From an optimization exercise on the open Yosys and OpenROAD flow, aimed at small area, a short achievable clock period and few clock cycles per item; shortcuts taken in it are not production practice.
RTL that was checked went through simulation tests only; none was proved equivalent to the original.
Power and IR drop assume default switching activity.

## smolbit_capture
module smolbit_capture (
    input  wire        clk,
    input  wire        rst,
    input  wire        start,
    output wire        ready,
    input  wire [17:0] start_pc,
    input  wire [17:0] frame_end,
    output reg         done,
    output reg         fault,
    output wire [17:0] body_end,
    output wire [17:0] next_pc,
    output wire        mem_req,
    output wire [12:0] mem_addr,
    input  wire        mem_rvalid,
    input  wire [31:0] mem_rdata
);
For scale: about 1200 cells after synthesis, roughly 0.011 mm^2 of cells after synthesis.
export LEC_CHECK = 0
export CAP_MARGIN = 20
export CORE_MARGIN = 2
export CORE_UTILIZATION = 40
export SETUP_SLACK_MARGIN = 3.0
export SLEW_MARGIN = 20
create_clock -name core_clock -period 7.0 [get_ports {clk}]
run.sh (not shown) runs the stock make flow with config.mk's settings and CLKGATE_MAP_FILE= SYNTH_SCRIPT=/design/flow/synth_recipe.tcl, a recipe that flattens the netlist after the stock synthesis.
The first run ran to the end with no violations.
Testbench counts at the start, summed over its fixed seeds: cycles 42,876, captures 480.
Edit:
--- a/flow/config.mk
+++ b/flow/config.mk
@@ -9,4 +9,4 @@
 export CORE_MARGIN = 2
 export CORE_UTILIZATION = 40
-export SETUP_SLACK_MARGIN = 3.0
+export SETUP_SLACK_MARGIN = 2.0
 export SLEW_MARGIN = 20
Outcome:
- utilization came out lower by 3.7 points
- clock-buffer cell count is unchanged
- flip-flop and latch count does not change
- non-clock buffer count falls by 61
- final cell count goes down by 3.6%
- setup slack is better by 0.040 ns
- synthesized cell count stays the same
- hold slack degrades by 0.0046 ns
- clock skew rose by 0.0037 ns
- via count drops by 3.7%
Edit:
--- a/flow/config.mk
+++ b/flow/config.mk
@@ -9,4 +9,4 @@
 export CORE_MARGIN = 2
 export CORE_UTILIZATION = 40
-export SETUP_SLACK_MARGIN = 2.0
+export SETUP_SLACK_MARGIN = 1.2
 export SLEW_MARGIN = 20
Cell area shrinks by about 6.4%.
Global-route usage shrinks by 0.74 points.
First-iteration DRC count shrinks by about 8%.
Cell count shrinks by about 3.2%.
Combinational power shrinks by 16%.
Sequential share of layout area grows by 2.0 points.
Core utilization shrinks by 3.4 points.
Power shrinks by about 5%.


The RTL this note starts from:
==> flow/design.v <==
module smolbit_capture (
    input  wire        clk,
    input  wire        rst,
    input  wire        start,
    output wire        ready,
    input  wire [17:0] start_pc,
    input  wire [17:0] frame_end,
    output reg         done,
    output reg         fault,
    output wire [17:0] body_end,
    output wire [17:0] next_pc,
    output wire        mem_req,
    output wire [12:0] mem_addr,
    input  wire        mem_rvalid,
    input  wire [31:0] mem_rdata
);
    localparam [1:0] M_INSN = 2'd0, M_DPMH = 2'd1, M_DPML = 2'd2, M_SKIP = 2'd3;
    localparam [14:0] D1 = 15'h0001;    
    reg        busy;
    reg [1:0]  mode;
    reg [18:0] pc;           
    reg [17:0] fend;
    reg [14:0] depth;        
    reg [14:0] dpmn;         
    reg [31:0] we, wo;       
    reg        ve, vo;
    reg        out;          
    reg        orel;         
    reg        ostale;       
    wire [13:0] pw  = pc[18:5];
    wire [4:0]  po  = pc[4:0];
    wire [13:0] pw1 = pw + 14'd1;
    wire [13:0] pw2 = {pw[13:1] + 13'd1, pw[0]};
    wire [5:0]  po3 = {1'b0, po} + 7'd3;
    wire [18:0] np3 = {po3[5] ? pw1 : pw, po3[4:0]};
    assign ready    = ~busy;
    assign body_end = pc[17:0];
    assign next_pc  = np3[17:0];
    wire [31:0] wcur = pw[0] ? wo : we;
    wire [31:0] wnxt = pw[0] ? we : wo;
    wire        vcur = pw[0] ? vo : ve;
    wire        vnxt = pw[0] ? ve : vo;
    wire [38:0] win = {wcur, wnxt[31:25]} << po;
    wire [7:0]  b   = win[38:31];
    reg [6:0]  len;
    reg        opener, closer;
    reg [1:0]  nmode;
    always @(*) begin
        len = 7'd3; opener = 1'b0; closer = 1'b0; nmode = M_INSN;
        case (mode)
        M_DPMH: begin len = 7'd8; nmode = M_DPML; end
        M_DPML:
            if (dpmn[14:8] == 7'd0 && b[7:3] == 5'd0) len = 7'd8 + {1'b0, b[2:0], 3'b000};
            else begin len = 7'd8; nmode = M_SKIP; end
        default:
            case (b[7:5])
            3'd0: ;
            3'd1: len = 7'd10;
            3'd2: len = 7'd6;
            3'd3: len = (b[4:2] == 3'd5) ? 7'd20 + {2'b00, b[1:0], 3'b000} : 7'd14;
            3'd4: len = (b[4:3] == 2'd3) ? 7'd13 : 7'd9;
            3'd5:
                case (b[4:2])
                3'd0, 3'd6: begin len = 7'd16; opener = 1'b1; end
                3'd1, 3'd2: begin len = 7'd10; opener = 1'b1; end
                3'd3, 3'd4: len = 7'd10;
                3'd5: begin len = b[1] ? 7'd15 : 7'd19; opener = 1'b1; end
                default: begin len = 7'd6; nmode = M_DPMH; end
                endcase
            3'd6: closer = 1'b1;
            default: len = b[4] ? 7'd9 : 7'd5;
            endcase
        endcase
    end
    wire        skip  = mode == M_SKIP;
    wire        past  = pc[18] || pc[17:0] > fend;
    wire        fits3 = !np3[18] && np3[17:0] <= fend;
    wire        dv    = busy && !skip && !past && vcur && (vnxt || po <= 5'd24);
    wire        fin   = closer && depth == D1 && fits3;
    wire [6:0]  osum  = {2'b00, po} + len;
    wire [13:0] pwn   = osum[6] ? pw2 : osum[5] ? pw1 : pw;
    wire [18:0] pskip = pc + {4'd0, dpmn, 3'b000};
    wire [8:0]  osk   = {4'd0, po} + {1'b0, dpmn[4:0], 3'b000};
    wire        mv    = dv || skip;
    wire        m0    = skip ? dpmn[14:5] == 10'd0 && osk[8:5] == 4'd0 : osum[6:5] == 2'd0;
    wire        m1    = skip ? dpmn[14:5] == 10'd0 && osk[8:5] == 4'd1 : osum[6:5] == 2'd1;
    wire        arr   = mem_rvalid && out && !ostale;
    wire        aslot = pw[0] ^ orel;         
    wire        pend0 = out && !ostale && !orel && !mem_rvalid;
    wire        pend1 = out && !ostale &&  orel && !mem_rvalid;
    wire        want0 = !vcur && !(arr && !orel) && !pend0;
    wire        want1 = !vnxt && !(arr &&  orel) && !pend1;
    wire        rslot = !want0;
    assign mem_req  = (busy ? want0 || want1 : start) && (!out || mem_rvalid);
    assign mem_addr = !busy ? start_pc[17:5] : rslot ? pw1[12:0] : pw[12:0];
    always @(posedge clk) begin
        done <= 1'b0;
        if (arr && !aslot) we <= mem_rdata;
        if (arr &&  aslot) wo <= mem_rdata;
        if (rst) begin
            busy <= 1'b0;
            out  <= 1'b0;
            ve   <= 1'b0;
            vo   <= 1'b0;
        end else if (!busy) begin
            if (mem_rvalid) out <= 1'b0;
            if (start) begin
                if (mem_req) out <= 1'b1;
                orel   <= 1'b0;
                busy   <= 1'b1;
                mode   <= M_INSN;
                pc     <= {1'b0, start_pc};
                fend   <= frame_end;
                depth  <= D1;
                ve     <= 1'b0;
                vo     <= 1'b0;
                ostale <= !mem_req;
            end
        end else begin
            if (mv && !m0) begin
                if (!m1 || !pw[0]) ve <= 1'b0; else if (arr && !aslot) ve <= 1'b1;
                if (!m1 ||  pw[0]) vo <= 1'b0; else if (arr &&  aslot) vo <= 1'b1;
            end else begin
                if (arr && !aslot) ve <= 1'b1;
                if (arr &&  aslot) vo <= 1'b1;
            end
            if (mem_req) begin
                out    <= 1'b1;
                orel   <= rslot && (!mv || m0);
                ostale <= mv && !m0 && !(m1 && rslot);
            end else if (mem_rvalid) begin
                out    <= 1'b0;
            end else if (mv && !m0) begin
                orel   <= 1'b0;
                ostale <= ostale || !(m1 && orel);
            end
            if (past) begin
                busy  <= 1'b0;
                done  <= 1'b1;
                fault <= 1'b1;
            end
            if (skip) begin
                pc   <= pskip;
                mode <= M_INSN;
            end
            if (dv) begin
                mode <= nmode;
                if (mode == M_DPMH) dpmn[14:8] <= b[6:0];
                if (mode == M_DPML) dpmn[7:0]  <= b;
                if (opener) depth <= {depth[13:0], depth[14] ^ depth[13]};
                if (closer) depth <= {depth[0] ^ depth[14], depth[14:1]};
                if (fin) begin
                    busy  <= 1'b0;
                    done  <= 1'b1;
                    fault <= 1'b0;
                end else begin
                    pc <= {pwn, osum[4:0]};
                    if (mode == M_DPMH && b[7]) pc[18] <= 1'b1;
                end
            end
        end
    end
endmodule
Settings: LEC_CHECK=0, ABC_CLOCK_PERIOD_IN_PS=4000, CAP_MARGIN=20, CORE_MARGIN=2, CORE_UTILIZATION=40, SETUP_SLACK_MARGIN=3.0, SLEW_MARGIN=20; clock period 7.0 ns.
The baseline finished clean.
Edit:
--- a/flow/config.mk
+++ b/flow/config.mk
@@ -7,3 +7,2 @@
 export LEC_CHECK = 0
-export ABC_CLOCK_PERIOD_IN_PS = 4000
 export CAP_MARGIN = 20
@@ -11,3 +10,2 @@
 export CORE_UTILIZATION = 40
-export SETUP_SLACK_MARGIN = 3.0
 export SLEW_MARGIN = 20
Flip-flop and latch count stays the same.
Total power went down by a little under a tenth.
Area after synthesis does not change.
Maximum frequency went down by about a fifth.
No run of this note included a check of the RTL's function; only the layout flow was run.


## before
Another version of the RTL of smolbit_capture (not shown whole).
Size in the first run: roughly 130 I/O pins, about 0.011 mm² of cells after synthesis.
Settings: LEC_CHECK=0, CAP_MARGIN=20, CORE_MARGIN=2, CORE_UTILIZATION=50, SETUP_SLACK_MARGIN=2.0, SLEW_MARGIN=20; clock period 7.0 ns.
Testbench counts of before, summed over its fixed seeds: cycles 42,876, captures 480.
For after, these inputs were changed with respect to before:
Settings: swapping 50 for 40 in CORE_UTILIZATION.
The total power of after exceeds that of before by about 0.65%. Delta (after minus before): number of fill cells in the layout has increased; total die area has increased. Going from before to after, the wire length after detailed routing was found to have gone up by 4.6%. Relative to before, first-pass GRT wire length increased by 2.8% in after. after against before: global-route usage fell 4.4 points; share of the clock period used by the worst path after layout dropped 3.1 points; sequential cell area ~0 delta; critical path data required time lost 1.58 ns. Cell count (after vs. before) increases by a few percent. after vs before — critical path depth dropped 17.


smolbit_capture with an RTL version that a note above also has.
For scale: ~1200 cells after synthesis, about 11000 µm² of cells after synthesis.
==> flow/config.mk <==
export PLATFORM = sky130hd
export DESIGN_NAME = smolbit_capture
export DESIGN_NICKNAME = smolbit_capture
export VERILOG_FILES = /design/flow/design.v
export SDC_FILE = /design/flow/constraint.sdc
export NUM_CORES = 4
export LEC_CHECK = 0
export CAP_MARGIN = 20
export CORE_MARGIN = 2
export CORE_UTILIZATION = 40
export SETUP_SLACK_MARGIN = 2.5
export SLEW_MARGIN = 20
==> flow/constraint.sdc <==
create_clock -name core_clock -period 7.0 [get_ports {clk}]
set_input_delay 1.4000 -clock core_clock [delete_from_list [all_inputs] [get_ports {clk}]]
set_output_delay 1.4000 -clock core_clock [all_outputs]
set_load 0.01 [all_outputs]
The starting point completed without violations.
Testbench counts at the start, summed over its fixed seeds: cycles 42,876, captures 480.
Next try:
CORE_UTILIZATION = 50   (was 40)
SETUP_SLACK_MARGIN = 2.0   (was 2.5)
First-iteration DRC count is lower by 35%.
Combinational power goes down by about 20%.
Die area falls by 20%.
Global-route usage rises by 2.4 points.


smolbit_capture, a different RTL version from the one above (not shown whole).
Size in the first run: ~990 cells after synthesis, roughly 130 I/O pins, about 11000 sq um of cells after synthesis.
clock: 7.0 ns
lec_check: 0
cap_margin: 20
core_margin: 2
core_utilization: 40
setup_slack_margin: 2.5
slew_margin: 20
The baseline produced a clean layout.
Testbench counts at the start, summed over its fixed seeds: cycles 49,102, captures 480.
Then changed:
--- a/flow/config.mk
+++ b/flow/config.mk
@@ -10,2 +10,2 @@
-export CORE_UTILIZATION = 40
-export SETUP_SLACK_MARGIN = 2.5
+export CORE_UTILIZATION = 55
+export SETUP_SLACK_MARGIN = 3.0
Result: The new run finished with timing, DRC and antenna clean; area after synthesis stays the same; register-to-register slack got worse by 0.06 ns; total power climbs by 3.8%; combinational power climbs by 8.3%; sequential share of layout area drops by 1.3 points; worst hold slack stays flat; critical path depth climbs by 4; global-route usage climbs by 7.9 points; clock skew drops by 0.013 ns; setup slack got worse by 0.059 ns; via count climbs by 3.0%.

[re-timing with driven ports]
The flow's constraints put no driver on any port. The routed layouts listed below were extracted and timed again, unchanged, in two steps. Step 1 sets driving cells, clkbuf_16 on the clock port and buf_2 on the other inputs (assumed; they add their load-dependent delay and slew). Step 2 also shifts input and output timing later by t, the mid clock arrival at the registers, as if the neighbouring blocks saw the same clock. a / b / c = ideal / step 1 / step 2; a / b = the first two.
| run | shift t [ns] | slack for setup (ns) | worst setup path at the end |
|---|---|---|---|
| the first run of note 1 | 0.483 | 1.885 / 1.885 / 1.885 | register to register |
| the second run of note 1 | 0.477 | 1.924 / 1.924 / 1.924 | register to register |
| the third run of note 1 | 0.477 | 1.397 / 1.346 / 1.478 | register to register |
| the first run of note 2 | 0.478 | 1.425 / 1.425 / 1.425 | register to register |
| the second run of note 2 | 0.479 | 0.506 / 0.506 / 0.506 | register to register |
| before | 0.474 | 1.886 / 1.886 / 1.886 | register to register |
| after | 0.489 | 2.102 / 2.049 / 2.106 | register to register |
| the first run of note 4 | 0.477 | 1.965 / 1.965 / 1.965 | register to register |
| the second run of note 4 | 0.473 | 2.055 / 2.055 / 2.055 | register to register |
| the first run of note 5 | 0.479 | 1.979 / 1.979 / 1.979 | register to register |
| the second run of note 5 | 0.484 | 1.921 / 1.921 / 1.921 | register to register |
After both steps every run listed still meets setup and hold.
